From an optimization exercise on the open Yosys and OpenROAD flow, aimed at small area; shortcuts taken in it are not production practice. The RTL was checked by simulation tests, not by an equivalence proof against the original design. Power is estimated from default activity; no workload was simulated.

==> job 3222 <==
## spf
module spf (
    input  wire        clk,
    input  wire        rst,         
    input  wire        h_we,
    input  wire [10:0] h_addr,
    input  wire [7:0]  h_wdata,
    output reg  [7:0]  h_rdata,
    input  wire [7:0]  rx_count,    
    input  wire [7:0]  rx_data,     
    output reg         rx_pop,      
    input  wire        tx_ready,
    input  wire        tx_empty,
    output reg         tx_push,
    output reg  [7:0]  tx_data
);
make LEC_CHECK=0 CAP_MARGIN=20 CORE_MARGIN=2 CORE_UTILIZATION=35 PLACE_DENSITY=0.4 SLEW_MARGIN=20 finish   # period 15.0 ns
run.sh (not shown) runs the stock make flow with config.mk's settings and CLKGATE_MAP_FILE= SYNTH_SCRIPT=/design/flow/synth_recipe.tcl, a recipe that flattens the netlist after the stock synthesis.
==> inputs of job 6183, as changes to job 3222 <==
--- a/flow/design.v
+++ b/flow/design.v
@@ -328,67 +328,96 @@
     wire fb_wen = !rst && busy && fb_we;
     wire [8*255-1:0] tx_q;
     reg  [7:0] tx_hrd, tx_erd, rx_hrd, fb_hrd;
     generate
         for (r = 0; r < 255; r = r + 1) begin : txb
             reg  [7:0] q;
             wire we = tx_wen & hrow[r];
-            always @(posedge clk) q <= ({8{we}} & h_wdata) | ({8{~we}} & q);
+            always @(posedge clk) if (we) q <= h_wdata;
             assign tx_q[8*r +: 8] = q;
         end
     endgenerate
     wire [8*255-1:0] rx_q;
     generate
         for (r = 0; r < 255; r = r + 1) begin : rxb
             reg  [7:0] q;
             wire we = rx_wen & erow[r];
-            always @(posedge clk) q <= ({8{we}} & rx_data) | ({8{~we}} & q);
+            always @(posedge clk) if (we) q <= rx_data;
             assign rx_q[8*r +: 8] = q;
         end
     endgenerate
     wire [8*262-1:0] fb_q;
     assign fb_q[15:0] = {SOF1, STOP};
     generate
         for (r = 2; r < 262; r = r + 1) begin : fbb
             reg  [7:0] q;
             wire we = fb_wen & erow[r % 256] & (idx[8] == (r >= 256));
-            always @(posedge clk) q <= ({8{we}} & fb_b) | ({8{~we}} & q);
+            always @(posedge clk) if (we) q <= fb_b;
             assign fb_q[8*r +: 8] = q;
         end
     endgenerate
-    integer j;
+    wire [7:0]  pidx = idx[7:0] - 8'd4;
+    wire [15:0] p_hi = 16'd1 << pidx[7:4];
+    wire [15:0] p_lo = 16'd1 << pidx[3:0];
+    wire [15:0] ht_hi = h_hi & {16{h_addr[10:8] == 3'b001}};
+    wire [15:0] hr_hi = h_hi & {16{h_addr[10:8] == 3'b010}};
+    wire [15:0] hf_hi = h_hi & {16{h_addr[10:8] == 3'b100}};
+    wire [15:0] hx_hi = h_hi & {16{h_addr[10:8] == 3'b101}};
+    wire [7:0] tx_h, tx_e, rx_h, fb_h, fb_x;
+    sel256 u_txh (.hi(ht_hi), .lo(h_lo), .d({8'h00, tx_q}),      .y(tx_h));
+    sel256 u_txe (.hi(p_hi),  .lo(p_lo), .d({8'h00, tx_q}),      .y(tx_e));
+    sel256 u_rxh (.hi(hr_hi), .lo(h_lo), .d({8'h00, rx_q}),      .y(rx_h));
+    sel256 u_fbh (.hi(hf_hi), .lo(h_lo), .d(fb_q[8*256-1:0]),    .y(fb_h));
+    sel16  u_fbx (.s(h_lo & {16{hx_hi[0]}}), .d({80'h0, fb_q[8*262-1:8*256]}), .y(fb_x));
     always @* begin
-        tx_hrd = 8'h00; tx_erd = 8'h00; rx_hrd = 8'h00; fb_hrd = 8'h00;
-        for (j = 0; j < 255; j = j + 1) begin
-            tx_hrd = tx_hrd | ({8{hrow[j]}} & tx_q[8*j +: 8]);
-            tx_erd = tx_erd | ({8{erow[(j + 4) % 256]}} & tx_q[8*j +: 8]);
-            rx_hrd = rx_hrd | ({8{hrow[j]}} & rx_q[8*j +: 8]);
-        end
-        for (j = 0; j < 262; j = j + 1)
-            fb_hrd = fb_hrd | ({8{hrow[j % 256] & (h_addr[8] == (j >= 256))}} & fb_q[8*j +: 8]);
+        tx_hrd = tx_h;
+        tx_erd = tx_e;
+        rx_hrd = rx_h;
+        fb_hrd = fb_h | fb_x;
     end
     assign tx_at_pay = tx_erd;
+    reg [7:0] reg_rd;
+    always @* begin
+        reg_rd = 8'h00;
+        if (h_addr[10:8] == 3'b000) begin
+            case (h_addr[7:0])
+                8'h00: reg_rd = op_r;
+                8'h01: reg_rd = status;
+                8'h02: reg_rd = cmd_r;
+                8'h03: reg_rd = len_r;
+                8'h04: reg_rd = exp_r;
+                8'h05: reg_rd = rxlen_r;
+                8'h06: reg_rd = csum_r;
+                8'h07: reg_rd = {3'b000, fstate_r};
+                8'h08: reg_rd = fbyte_r;
+                default: reg_rd = 8'h00;
+            endcase
+        end
+    end
+    always @* h_rdata = reg_rd | tx_hrd | rx_hrd | fb_hrd;
+endmodule
+module sel16 (
+    input  wire [15:0]  s,
+    input  wire [127:0] d,
+    output reg  [7:0]   y
+);
+    integer i;
     always @* begin
-        h_rdata = 8'h00;
-        case (h_addr[10:8])
-            3'b000: begin
-                case (h_addr[7:0])
-                    8'h00: h_rdata = op_r;
-                    8'h01: h_rdata = status;
-                    8'h02: h_rdata = cmd_r;
-                    8'h03: h_rdata = len_r;
-                    8'h04: h_rdata = exp_r;
-                    8'h05: h_rdata = rxlen_r;
-                    8'h06: h_rdata = csum_r;
-                    8'h07: h_rdata = {3'b000, fstate_r};
-                    8'h08: h_rdata = fbyte_r;
-                    default: h_rdata = 8'h00;
-                endcase
-            end
-            3'b001: h_rdata = tx_hrd;
-            3'b010: h_rdata = rx_hrd;
-            3'b100: h_rdata = fb_hrd;
-            3'b101: if (h_addr[7:0] < 8'h06) h_rdata = fb_hrd;
-            default: h_rdata = 8'h00;
-        endcase
+        y = 8'h00;
+        for (i = 0; i < 16; i = i + 1) y = y | ({8{s[i]}} & d[8*i +: 8]);
     end
 endmodule
+module sel256 (
+    input  wire [15:0]   hi,
+    input  wire [15:0]   lo,
+    input  wire [2047:0] d,
+    output wire [7:0]    y
+);
+    wire [127:0] g;
+    genvar k;
+    generate
+        for (k = 0; k < 16; k = k + 1) begin : grp
+            sel16 u (.s(lo), .d(d[128*k +: 128]), .y(g[8*k +: 8]));
+        end
+    endgenerate
+    sel16 u_top (.s(hi), .d(g), .y(y));
+endmodule
- CAP_MARGIN: 20 -> 10
- CORE_UTILIZATION: 35 -> 65
- CTS_CLUSTER_DIAMETER: default -> 100
- CTS_CLUSTER_SIZE: default -> 25
- PLACE_DENSITY: 0.4 -> 0.75
- SLEW_MARGIN: 20 -> 10
- SYNTH_HIERARCHICAL: default -> 1
==> inputs of job 9373, as changes to job 3222 <==
--- a/flow/design.v
+++ b/flow/design.v
@@ -328,67 +328,111 @@
     wire fb_wen = !rst && busy && fb_we;
     wire [8*255-1:0] tx_q;
     reg  [7:0] tx_hrd, tx_erd, rx_hrd, fb_hrd;
     generate
         for (r = 0; r < 255; r = r + 1) begin : txb
             reg  [7:0] q;
             wire we = tx_wen & hrow[r];
-            always @(posedge clk) q <= ({8{we}} & h_wdata) | ({8{~we}} & q);
+            wire [7:0] qn;
+            hold8 u_h (.we(we), .wen(~we), .w(h_wdata), .q(q), .d(qn));
+            always @(posedge clk) q <= qn;
             assign tx_q[8*r +: 8] = q;
         end
     endgenerate
     wire [8*255-1:0] rx_q;
     generate
         for (r = 0; r < 255; r = r + 1) begin : rxb
             reg  [7:0] q;
             wire we = rx_wen & erow[r];
-            always @(posedge clk) q <= ({8{we}} & rx_data) | ({8{~we}} & q);
+            wire [7:0] qn;
+            hold8 u_h (.we(we), .wen(~we), .w(rx_data), .q(q), .d(qn));
+            always @(posedge clk) q <= qn;
             assign rx_q[8*r +: 8] = q;
         end
     endgenerate
     wire [8*262-1:0] fb_q;
     assign fb_q[15:0] = {SOF1, STOP};
     generate
         for (r = 2; r < 262; r = r + 1) begin : fbb
             reg  [7:0] q;
             wire we = fb_wen & erow[r % 256] & (idx[8] == (r >= 256));
-            always @(posedge clk) q <= ({8{we}} & fb_b) | ({8{~we}} & q);
+            wire [7:0] qn;
+            hold8 u_h (.we(we), .wen(~we), .w(fb_b), .q(q), .d(qn));
+            always @(posedge clk) q <= qn;
             assign fb_q[8*r +: 8] = q;
         end
     endgenerate
+    wire [7:0]  pidx = idx[7:0] - 8'd4;
+    wire [15:0] p_hi = 16'd1 << pidx[7:4];
+    wire [15:0] p_lo = 16'd1 << pidx[3:0];
+    wire [15:0] ht_lo = h_lo & {16{h_addr[10:8] == 3'b001}};
+    wire [15:0] hr_lo = h_lo & {16{h_addr[10:8] == 3'b010}};
+    wire [15:0] hf_lo = h_lo & {16{h_addr[10:8] == 3'b100}};
+    wire [5:0]  hx_lo = h_lo[5:0] & {6{(h_addr[10:8] == 3'b101) && (h_addr[7:4] == 4'h0)}};
+    wire [7:0] tx_h, tx_e, rx_h, fb_h, fb_x;
+    sel_rows #(.ROWS(255)) u_txh (.hi(h_hi), .lo(ht_lo), .d(tx_q),             .y(tx_h));
+    sel_rows #(.ROWS(255)) u_txe (.hi(p_hi), .lo(p_lo),  .d(tx_q),             .y(tx_e));
+    sel_rows #(.ROWS(255)) u_rxh (.hi(h_hi), .lo(hr_lo), .d(rx_q),             .y(rx_h));
+    sel_rows #(.ROWS(256), .FIRST(2)) u_fbh (.hi(h_hi), .lo(hf_lo), .d(fb_q[8*256-1:16]), .y(fb_h));
+    reg  [7:0] fb_x_r;
     integer j;
     always @* begin
-        tx_hrd = 8'h00; tx_erd = 8'h00; rx_hrd = 8'h00; fb_hrd = 8'h00;
-        for (j = 0; j < 255; j = j + 1) begin
-            tx_hrd = tx_hrd | ({8{hrow[j]}} & tx_q[8*j +: 8]);
-            tx_erd = tx_erd | ({8{erow[(j + 4) % 256]}} & tx_q[8*j +: 8]);
-            rx_hrd = rx_hrd | ({8{hrow[j]}} & rx_q[8*j +: 8]);
-        end
-        for (j = 0; j < 262; j = j + 1)
-            fb_hrd = fb_hrd | ({8{hrow[j % 256] & (h_addr[8] == (j >= 256))}} & fb_q[8*j +: 8]);
+        fb_x_r = 8'h00;
+        for (j = 0; j < 6; j = j + 1) fb_x_r = fb_x_r | ({8{hx_lo[j]}} & fb_q[8*(256+j) +: 8]);
+    end
+    assign fb_x = fb_x_r;
+    wire [7:0] fb_c = (h_addr[10:8] == 3'b100 && h_addr[7:1] == 7'h00) ? (h_addr[0] ? SOF1 : STOP) : 8'h00;
+    always @* begin
+        tx_hrd = tx_h;
+        tx_erd = tx_e;
+        rx_hrd = rx_h;
+        fb_hrd = fb_h | fb_x | fb_c;
     end
     assign tx_at_pay = tx_erd;
+    reg [7:0] reg_rd;
     always @* begin
-        h_rdata = 8'h00;
-        case (h_addr[10:8])
-            3'b000: begin
-                case (h_addr[7:0])
-                    8'h00: h_rdata = op_r;
-                    8'h01: h_rdata = status;
-                    8'h02: h_rdata = cmd_r;
-                    8'h03: h_rdata = len_r;
-                    8'h04: h_rdata = exp_r;
-                    8'h05: h_rdata = rxlen_r;
-                    8'h06: h_rdata = csum_r;
-                    8'h07: h_rdata = {3'b000, fstate_r};
-                    8'h08: h_rdata = fbyte_r;
-                    default: h_rdata = 8'h00;
-                endcase
-            end
-            3'b001: h_rdata = tx_hrd;
-            3'b010: h_rdata = rx_hrd;
-            3'b100: h_rdata = fb_hrd;
-            3'b101: if (h_addr[7:0] < 8'h06) h_rdata = fb_hrd;
-            default: h_rdata = 8'h00;
-        endcase
+        reg_rd = 8'h00;
+        if (h_addr[10:8] == 3'b000) begin
+            case (h_addr[7:0])
+                8'h00: reg_rd = op_r;
+                8'h01: reg_rd = status;
+                8'h02: reg_rd = cmd_r;
+                8'h03: reg_rd = len_r;
+                8'h04: reg_rd = exp_r;
+                8'h05: reg_rd = rxlen_r;
+                8'h06: reg_rd = csum_r;
+                8'h07: reg_rd = {3'b000, fstate_r};
+                8'h08: reg_rd = fbyte_r;
+                default: reg_rd = 8'h00;
+            endcase
+        end
     end
+    always @* h_rdata = reg_rd | tx_hrd | rx_hrd | fb_hrd;
+endmodule
+module sel_rows #(parameter ROWS = 256, parameter FIRST = 0) (
+    input  wire [15:0]       hi,
+    input  wire [15:0]       lo,
+    input  wire [8*(ROWS-FIRST)-1:0] d,   
+    output reg  [7:0]        y
+);
+    integer g, i;
+    reg [7:0] t;
+    always @* begin
+        y = 8'h00;
+        for (g = 0; g < 16; g = g + 1) begin
+            t = 8'h00;
+            for (i = 0; i < 16; i = i + 1)
+                if (16*g + i >= FIRST && 16*g + i < ROWS)
+                    t = t | ({8{lo[i]}} & d[8*(16*g+i-FIRST) +: 8]);
+            y = y | ({8{hi[g]}} & t);
+        end
+    end
+endmodule
+module hold8 (
+    input  wire       we,
+    input  wire       wen,
+    input  wire [7:0] w,
+    input  wire [7:0] q,
+    output wire [7:0] d
+);
+    assign d = ({8{we}} & w) | ({8{wen}} & q);
 endmodule
- CORE_UTILIZATION: 35 -> 65
- CTS_CLUSTER_DIAMETER: default -> 80
- CTS_CLUSTER_SIZE: default -> 25
- PLACE_DENSITY: 0.4 -> 0.75
- SYNTH_HIERARCHICAL: default -> 1
==> summary.txt <==
item	job 3222	job 6183	job 9373
Outcome	aborted with a tool error	no timing/DRC/antenna violations	no timing/DRC/antenna violations
Stage where the flow stopped	global routing	-	-
Number of placed cells counting well taps	26,700	18,900	27,100
Pwr top	-	sequential cells	sequential cells
Sequential share of cell area	-	71.7%	49.2%
Final Util	-	67.6%	65.6%
Clock-cell share of area	-	3.04%	3.16%
Multi-input gate share of the layout cell area	-	21.2%	42.2%
Multi-input gates	-	7,058	14,400
Simple-gate share of the synthesized area	8.71%	3.98%	5.78%
Area of the core region	-	386,000 sq um	388,000 sq um
Final setup margin	-	2.11 ns	1.41 ns
Total area of multi-input combinational cells	-	55,200 sq um	107,000 sq um
Critical path peak fanout	-	80	64
Critical Path Start	-	h_addr[1]	h_addr[8]
ANT cells	-	43	67
Data arrival at the endpoint of the critical path	-	9.89 ns	10.59 ns
Post-layout net count	-	14,100	22,300
Crit share post-route	-	85.9%	90.6%
Slew @ Worst Pin	-	1.43 ns	1.30 ns
Worst R2R Start	-	idx[1]	idx[2]

## what the ideal ports hide
In the flow no input, the clock included, has a driving cell. The finished layouts below were timed again as built, in two steps. Step 1 (the two cells are an assumption about what drives the block):
set clk [get_ports {clk}]
set_driving_cell -lib_cell sky130_fd_sc_hd__clkbuf_16 $clk
set_driving_cell -lib_cell sky130_fd_sc_hd__buf_2 [delete_from_list [all_inputs] $clk]
Step 2 moves the port delays by t, midway between the first and last clock arrival at a register: inputs arrive t later, outputs are due t later. That takes back most of the time a late clock gives input paths. a / b / c = ideal / step 1 / step 2; a / b = the first two.
| run | t (ns) | setup WS [ns] | hold WS [ns] | worst data-port slew with drivers (ns) |
|---|---|---|---|---|
| job 6183 | 1.100 | 2.111 / 2.086 / 2.086 | 0.479 / 0.479 / 0.479 | 0.16 |
| job 9373 | 1.107 | 1.406 / 1.266 / 1.266 | 0.476 / 0.476 / 0.476 | 0.32 |
After both steps every run listed still meets setup and hold. For job 9373, which loses most, drivers alone change the setup slack by -0.140 ns; drivers and shift together by -0.140 ns.
